This design comes from an exercise in tuning for small area, a short achievable clock period and few clock cycles on the open sky130 flow, not from production work. Function was checked by simulation only, so behaviour that the tests miss may differ from the original. Power figures rest on the tool's default switching activity, not on a simulated workload.

## the previous run
## qdpa
module qdpa (
    input  wire        clk,
    input  wire        rst_n,
    input  wire        host_we,
    input  wire [3:0]  host_addr,      
    input  wire [31:0] host_wdata,
    output reg  [31:0] host_rdata,
    output wire        busy,
    output wire        irq,
    output wire        mem_req,
    output wire [29:0] mem_addr,       
    input  wire        mem_ack,
    input  wire [31:0] mem_rdata,
    input  wire        mem_err
);
Size: ~6700 cells after synthesis, about 870 flip-flops, roughly 140 I/O pins.
Settings: LEC_CHECK=0, CAP_MARGIN=10, CORE_MARGIN=2, CORE_UTILIZATION=45, CTS_BUF_LIST=sky130_fd_sc_hd__clkbuf_8, PLACE_DENSITY=0.55, SLEW_MARGIN=10; clock period 18.0 ns.
standard.sh (not shown) runs the stock make flow with config.mk's settings and CLKGATE_MAP_FILE= SYNTH_SCRIPT=/design/flow/synth_recipe.tcl, a recipe that flattens the netlist after the stock synthesis.
==> flow/flow/run.sh <==
#!/bin/bash
# Own layout flow: the standard layout (standard.sh, standard synthesis
# unchanged) with its timing repair steps aiming at an 8.4 ns setup target
# (SETUP_SLACK_MARGIN 9.6 on the design's 18 ns clock) and drive-2 port
# buffers. The clock period and the constraints are the design's.
set -euo pipefail
export SETUP_SLACK_MARGIN=9.6
export TNS_END_PERCENT=100
export BUFFER_PORTS_ARGS="-buffer_cell sky130_fd_sc_hd__buf_2"
bash standard.sh > standard.log 2>&1
The previous run ran to completion and came out clean on the timing, DRC and antenna checks.
Testbench counts of the previous run, summed over its fixed seeds: cycles 30,373.
Here is what was changed in the inputs of the current run compared with the previous run.
diff --git a/flow/design.v b/flow/design.v
--- a/flow/design.v
+++ b/flow/design.v
@@ -114,19 +114,18 @@
     reg        u_b0;
     reg [15:0] qp0, qp1, qp2, qp3, qp4, qp5, qp6, qp7;
     reg [15:0] wcur, acur, pend_w, pend_a;
     reg        sc_pend;         
     reg [17:0] isum_s, isum_c;   
     wire signed [17:0] isum = isum_s + isum_c;
     reg        is_v;
     reg [4:0]  is_tag;
     reg [31:0] s0, s1, s2, s3;
-    reg [3:0]  s_v;             
     reg        q_act;
     reg [1:0]  q_step;
     reg [4:0]  q_tag;
     wire       f_ok     = f_ph ? !is_v : !sc_pend;
     assign     mem_req  = f_run && f_ok;
     assign     mem_addr = f_ph ? ptr_a : ptr_w;
     wire       ack      = mem_req && mem_ack;
     wire [5:0] f_pos    = f_ph ? pos_a : pos_w;
     wire       odd_o    = f_ph ? r_aaddr[0] : r_waddr[0];
@@ -278,22 +277,22 @@
                 default: begin d_b = 2'd2; d_fin = rfin; end
             endcase
         end else begin
             d_a = {1'b0, kmod}; d_d = kmod;
         end
     end
     reg [31:0] op_a, op_b;
     always @(*) begin
         case (o_a)
-            3'd0: op_a = s_v[0] ? s0 : 32'd0;
-            3'd1: op_a = s_v[1] ? s1 : 32'd0;
-            3'd2: op_a = s_v[2] ? s2 : 32'd0;
-            3'd3: op_a = s_v[3] ? s3 : 32'd0;
+            3'd0: op_a = s0;
+            3'd1: op_a = s1;
+            3'd2: op_a = s2;
+            3'd3: op_a = s3;
             default: op_a = 32'd0;
         endcase
         case (o_b)
             2'd2: op_b = s2;
             2'd3: op_b = s3;
             default: op_b = s1;
         endcase
     end
     wire go_p   = fu_idle && !q_act && c_v;
@@ -377,19 +376,18 @@
             q_step <= 2'd0;
         end
         if (fu_done) begin
             case (o_d)
                 2'd0: s0 <= fa_r;
                 2'd1: s1 <= fa_r;
                 2'd2: s2 <= fa_r;
                 default: s3 <= fa_r;
             endcase
-            s_v[o_d] <= 1'b1;
             q_act  <= !o_last;
             q_step <= q_step + 2'd1;
         end
         if (clr) begin
             f_run   <= 1'b0;
             u_v     <= 1'b0;
             is_v    <= 1'b0;
             sc_pend <= 1'b0;
             q_act   <= 1'b0;
@@ -400,19 +398,19 @@
             ptr_w  <= r_waddr[31:2];
             ptr_a  <= r_aaddr[31:2];
             pos_w  <= pos0(r_waddr[1:0]);
             pos_a  <= pos0(r_aaddr[1:0]);
             f_rem  <= (c_op[1]) ? 27'd1 : n_blocks;
             f_k    <= 2'd0;
             f_b0   <= 1'b1;
             e_isum <= c_op[1];
             e_mode <= c_op[1] ? M_SEQ : c_md;
-            s_v    <= 4'd0;
+            s0 <= 32'd0; s1 <= 32'd0; s2 <= 32'd0; s3 <= 32'd0;
         end
     end
     always @(posedge clk) begin
         if (!rst_n) begin
             ie       <= 1'b0;
             st_busy  <= 1'b0;
             st_done  <= 1'b0;
             st_err   <= 1'b0;
             st_ign   <= 1'b0;
### Flow results
The current run did not stop at any stage, and its layout met the timing, DRC and antenna checks.
Count of multi-input gates, the current run and the previous run: smaller value in the previous run
Against the previous run, the current run comes in 18% higher on detailed-routed wire length on met3.
[compare] base=the previous run new=the current run: power per unit of standard cell area shows an increase of 8.2%, post-synthesis simple-gate area fraction shows an increase of 1.2 points, number of enable-type register cells in the synthesized netlist shows a reduction of 19%, netlist area before placement shows an increase of about 0.4%.
Part of the cycle the worst path needs is higher on the previous run
Compared with the previous run, the current run shows met2 layer wire length in the routed design that has gone up slightly.
Compared with the previous run, in the current run core occupancy in the finished layout closely matched the old numbers; final routed wirelength across all metal layers rose 2.6%; overall fraction of global-route tracks in use climbed 0.59 points; layout buffering overhead excluding clock cells fell by 0.28 points.
Clock network area share, the current run and the previous run, higher one = the current run.
Count of clock-buffer cells in the layout | the current run above the previous run
Testbench counts of the current run, summed over its fixed seeds: cycles 30,373.

---

Setup of run A:
Another version of the RTL of qdpa (not shown whole).
Size: about 7,200 cells after synthesis, roughly 870 flip-flops, ~140 I/O pins.
==> module qdpa_fadd32, before the edit <==
module qdpa_fadd32 (
    input  wire        clk,
    input  wire        clr,
    input  wire        go_add,      
    input  wire        go_p,        
    input  wire [31:0] a,           
    input  wire [31:0] b,
    input  wire [37:0] pacc,        
    input  wire [7:0]  pex,         
    input  wire [3:0]  pfl,         
    output wire        idle,
    output wire        done,
    output reg  [31:0] r
);
    localparam [31:0] CANON_NAN = 32'h7FC00000;
    localparam [2:0] F_IDLE = 3'd0, F_AL = 3'd1, F_AD = 3'd2, F_NO = 3'd3, F_RO = 3'd4,
                     F_S2 = 3'd5;
    reg [2:0]  st;
    reg        fused;
    reg [27:0] x;
    reg [26:0] y;
    reg [8:0]  e;
    reg [7:0]  xs;
    reg        f_nan, f_inf, f_isg, f_zsg, f_sbig, f_sub, f_zero;
    assign idle = (st == F_IDLE);
    assign done = (st == F_RO) && !fused;
    wire        sub_e = f_sub && (st == F_AD);
    wire [27:0] sum   = x + ({1'b0, y} ^ {28{sub_e}}) + {27'd0, sub_e};
    wire [24:0] mr   = sum[27:3];
    wire [23:0] mfin = mr[24] ? mr[24:1] : mr[23:0];
    wire [8:0]  xfin = mr[24] ? e + 9'd1 : e;
    wire [7:0]  efld = mfin[23] ? xfin[7:0] : 8'd0;
    always @(*) begin
        if (f_nan)
            r = CANON_NAN;
        else if (f_inf)
            r = {f_isg, 8'hFF, 23'd0};
        else if (f_zero)
            r = {f_zsg, 31'd0};
        else if (xfin >= 9'd255)
            r = {f_sbig, 8'hFF, 23'd0};
        else
            r = {f_sbig, efld, mfin[22:0]};
    end
    wire [31:0] bb = (st == F_S2) ? {f_sbig, xs, y[22:0]} : b;
    wire        sa = a[31];
    wire        sb = bb[31];
    wire [7:0]  ea = a[30:23];
    wire [7:0]  eb = bb[30:23];
    wire [22:0] fa = a[22:0];
    wire [22:0] fb = bb[22:0];
    wire a_max = (ea == 8'hFF);
    wire b_max = (eb == 8'hFF);
    wire a_fz  = (fa == 23'd0);
    wire b_fz  = (fb == 23'd0);
    wire a_inf = a_max && a_fz;
    wire b_inf = b_max && b_fz;
    wire s_nan = (a_max && !a_fz) || (b_max && !b_fz) || (a_inf && b_inf && (sa != sb));
    wire s_inf = a_inf || b_inf;
    wire s_isg = a_inf ? sa : sb;
    wire        ha = ea != 8'd0;
    wire        hb = eb != 8'd0;
    wire [7:0]  xa = {ea[7:1], ea[0] | !ha};
    wire [7:0]  xb = {eb[7:1], eb[0] | !hb};
    wire        a_big = {xa, ha, fa} >= {xb, hb, fb};
    wire [7:0]  d    = e[7:0] - xs;
    wire        far  = d >= 8'd27;
    reg [4:0]  lz;
    integer i;
    always @(*) begin
        lz = 5'd0;
        for (i = 0; i <= 26; i = i + 1)
            if (x[i]) lz = 5'd26 - i[4:0];
    end
    wire        lz_ok = {4'd0, lz} < e;
    wire [4:0]  sh    = lz_ok ? lz : (e[4:0] - 5'd1);
    function [26:0] rev27(input [26:0] v);
        integer k;
        for (k = 0; k < 27; k = k + 1) rev27[k] = v[26 - k];
    endfunction
    wire        in_al  = (st == F_AL);
    wire [26:0] sh_in  = in_al ? y : rev27(x[26:0]);
    wire [4:0]  amt    = in_al ? d[4:0] : sh;
    wire [26:0] sh_out = sh_in >> amt;
    wire [26:0] msk    = ~({27{1'b1}} << d[4:0]);
    wire        stk    = |(y & msk);
    wire [26:0] nl     = rev27(sh_out);
    wire [26:0] nrm    = x[27] ? {x[27:2], x[1] | x[0]} : nl;
    wire        rup    = nrm[2] & (nrm[1] | nrm[0] | nrm[3]);
    wire [26:0] nrf    = sum[27] ? {sum[27:2], sum[1] | sum[0]} : sum[26:0];
    wire        rupf   = nrf[2] & (nrf[1] | nrf[0] | nrf[3]);
    wire [26:0] pn   = pacc[37] ? {pacc[37:12], |pacc[11:0]} : {pacc[36:11], |pacc[10:0]};
    wire        prup = pn[2] & (pn[1] | pn[0] | pn[3]);
    wire start = go_add || (st == F_S2);
    always @(posedge clk) begin
        if (clr) begin
            st <= F_IDLE;
        end else begin
            if (start) begin
                x      <= {1'b0, a_big ? {ha, fa} : {hb, fb}, 3'b000};
                y      <= {a_big ? {hb, fb} : {ha, fa}, 3'b000};
                e      <= {1'b0, a_big ? xa : xb};
                xs     <= a_big ? xb : xa;
                f_sbig <= a_big ? sa : sb;
                f_sub  <= sa != sb;
                f_nan  <= s_nan;
                f_inf  <= s_inf;
                f_isg  <= s_isg;
                f_zsg  <= sa & sb;
                fused  <= 1'b0;
                st     <= F_AL;
            end else if (go_p) begin
                x      <= {1'b0, pn};
                y      <= {23'd0, prup, 3'b000};
                e      <= {1'b0, pex} + {8'd0, pacc[37]};
                f_sbig <= pfl[0];
                f_nan  <= pfl[3];
                f_inf  <= pfl[2];
                f_zero <= pfl[1];
                f_isg  <= pfl[0];
                f_zsg  <= pfl[0];
                fused  <= 1'b1;
                st     <= F_RO;
            end else begin
                case (st)
                    F_AL: begin
                        y  <= far ? {26'd0, |y} : {sh_out[26:1], sh_out[0] | stk};
                        st <= F_AD;
                    end
                    F_AD: begin
                        f_zero <= (sum == 28'd0);
                        if (sum[27] || sum[26]) begin
                            x  <= {1'b0, nrf};
                            y  <= {23'd0, rupf, 3'b000};
                            e  <= e + {8'd0, sum[27]};
                            st <= F_RO;
                        end else begin
                            x  <= sum;
                            st <= F_NO;
                        end
                    end
                    F_NO: begin
                        x  <= {1'b0, nrm};
                        y  <= {23'd0, rup, 3'b000};
                        e  <= x[27] ? e + 9'd1 : (lz_ok ? e - {4'd0, lz} : 9'd1);
                        st <= F_RO;
                    end
                    F_RO: begin
                        if (fused) begin
                            f_sbig  <= r[31];
                            xs      <= r[30:23];
                            y[22:0] <= r[22:0];
                            st      <= F_S2;
                        end else begin
                            st <= F_IDLE;
                        end
                    end
                    default: ;
                endcase
            end
        end
    end
endmodule
Settings: LEC_CHECK=0, CAP_MARGIN=10, CORE_MARGIN=2, CORE_UTILIZATION=45, CTS_BUF_LIST=sky130_fd_sc_hd__clkbuf_8, PLACE_DENSITY=0.55, SLEW_MARGIN=10; clock period 18.0 ns.
==> flow/flow/run.sh <==
#!/bin/bash
# Own layout flow: the standard layout (standard.sh, standard synthesis
# unchanged) with its timing repair steps aiming at an 8 ns setup target
# (SETUP_SLACK_MARGIN 10 on the design's 18 ns clock) and drive-2 port
# buffers. The clock period and the constraints are the design's.
set -euo pipefail
export SETUP_SLACK_MARGIN=10
export TNS_END_PERCENT=100
export BUFFER_PORTS_ARGS="-buffer_cell sky130_fd_sc_hd__buf_2"
bash standard.sh > standard.log 2>&1
Testbench counts of run A, summed over its fixed seeds: cycles 30,692.
### run A -> run B
--- a/flow/design.v
+++ b/flow/design.v
@@ -631,10 +631,9 @@
     output wire        done,
     output reg  [31:0] r
 );
     localparam [31:0] CANON_NAN = 32'h7FC00000;
-    localparam [2:0] F_IDLE = 3'd0, F_AL = 3'd1, F_AD = 3'd2, F_NO = 3'd3, F_RO = 3'd4,
-                     F_S2 = 3'd5;
+    localparam [2:0] F_IDLE = 3'd0, F_AD = 3'd2, F_NO = 3'd3, F_RO = 3'd4, F_S2 = 3'd5;
     reg [2:0]  st;
     reg        fused;
     reg [27:0] x;
     reg [26:0] y;
@@ -681,10 +680,13 @@
     wire        hb = eb != 8'd0;
     wire [7:0]  xa = {ea[7:1], ea[0] | !ha};
     wire [7:0]  xb = {eb[7:1], eb[0] | !hb};
     wire        a_big = {xa, ha, fa} >= {xb, hb, fb};
-    wire [7:0]  d    = e[7:0] - xs;
-    wire        far  = d >= 8'd27;
+    wire [8:0]  dab   = {1'b0, xa} - {1'b0, xb};
+    wire [8:0]  dba   = {1'b0, xb} - {1'b0, xa};
+    wire [7:0]  d     = a_big ? dab[7:0] : dba[7:0];
+    wire        far   = d >= 8'd27;
+    wire [26:0] msml  = {a_big ? {hb, fb} : {ha, fa}, 3'b000};
     reg [4:0]  lz;
     integer i;
     always @(*) begin
         lz = 5'd0;
@@ -696,14 +698,14 @@
     function [26:0] rev27(input [26:0] v);
         integer k;
         for (k = 0; k < 27; k = k + 1) rev27[k] = v[26 - k];
     endfunction
-    wire        in_al  = (st == F_AL);
-    wire [26:0] sh_in  = in_al ? y : rev27(x[26:0]);
+    wire        in_al  = (st != F_NO);
+    wire [26:0] sh_in  = in_al ? msml : rev27(x[26:0]);
     wire [4:0]  amt    = in_al ? d[4:0] : sh;
     wire [26:0] sh_out = sh_in >> amt;
     wire [26:0] msk    = ~({27{1'b1}} << d[4:0]);
-    wire        stk    = |(y & msk);
+    wire        stk    = |(msml & msk);
     wire [26:0] nl     = rev27(sh_out);
     wire [26:0] nrm    = x[27] ? {x[27:2], x[1] | x[0]} : nl;
     wire        rup    = nrm[2] & (nrm[1] | nrm[0] | nrm[3]);
     wire [26:0] nrf    = sum[27] ? {sum[27:2], sum[1] | sum[0]} : sum[26:0];
@@ -716,19 +718,18 @@
             st <= F_IDLE;
         end else begin
             if (start) begin
                 x      <= {1'b0, a_big ? {ha, fa} : {hb, fb}, 3'b000};
-                y      <= {a_big ? {hb, fb} : {ha, fa}, 3'b000};
+                y      <= far ? {26'd0, |msml} : {sh_out[26:1], sh_out[0] | stk};
                 e      <= {1'b0, a_big ? xa : xb};
-                xs     <= a_big ? xb : xa;
                 f_sbig <= a_big ? sa : sb;
                 f_sub  <= sa != sb;
                 f_nan  <= s_nan;
                 f_inf  <= s_inf;
                 f_isg  <= s_isg;
                 f_zsg  <= sa & sb;
                 fused  <= 1'b0;
-                st     <= F_AL;
+                st     <= F_AD;
             end else if (go_p) begin
                 x      <= {1'b0, pn};
                 y      <= {23'd0, prup, 3'b000};
                 e      <= {1'b0, pex} + {8'd0, pacc[37]};
@@ -741,12 +742,8 @@
                 fused  <= 1'b1;
                 st     <= F_RO;
             end else begin
                 case (st)
-                    F_AL: begin
-                        y  <= far ? {26'd0, |y} : {sh_out[26:1], sh_out[0] | stk};
-                        st <= F_AD;
-                    end
                     F_AD: begin
                         f_zero <= (sum == 28'd0);
                         if (sum[27] || sum[26]) begin
                             x  <= {1'b0, nrf};
On synthesized area, run A and run B are neck and neck. Synthesized area per cell in run B is about 1% higher than in run A. Any difference in starting utilization of the core area between run B and run A is small enough to ignore. Diff run B..run A | post-detailed-placement cell area | negligible. Width of the chip essentially unchanged between run A and run B. In run B, the transition time at the pin with the least slew margin came out 140 ps above the value in run A. Cell total after placement: run A and run B compared, lower one is run B. On clock buffer count from CTS, the higher figure sits with run B, not run A. Run B against run A: number of standard cells in the final layout excluding fillers was more or less identical, basic-gate share of the synthesized area counting and, or, nand and nor cells went up by 0.18 points, register fraction of the total cell area went down by 0.29 points.
Testbench counts of run B, summed over its fixed seeds: cycles 30,373.

[afterwards: timing with drivers on the ports]
Ports are ideal in the flow. The routed layouts listed here were re-timed in OpenROAD.
Step 1 (the two cells are an assumption about what drives the block):
set clk [get_ports {clk}]
set_driving_cell -lib_cell sky130_fd_sc_hd__clkbuf_16 $clk
set_driving_cell -lib_cell sky130_fd_sc_hd__buf_2 [delete_from_list [all_inputs] $clk]
Step 2 times the ports against the registers' clock, not the clock port: input delays grow and output delays shrink by t, the midpoint of the rising clock arrivals with the driver on.
a / b / c = no drivers / after step 1 / after step 2; a / b = the first two.
| run | t (ns) | setup WS [ns] | worst setup path at the end | pins driven straight from the clock port |
|---|---|---|---|---|
| the previous run | 0.945 | 9.423 / 9.362 / 9.362 | input to output | 1 |
| the current run | 0.976 | 9.608 / 9.561 / 9.561 | input to output | 1 |
| run A | 0.938 | 9.608 / 9.514 / 9.514 | input to output | 1 |
| run B | 0.983 | 9.641 / 9.567 / 9.567 | input to output | 1 |
After both steps every run listed still meets setup and hold. The setup slack of run A, which loses most, moves by -0.094 ns with the drivers and by -0.094 ns with both steps.
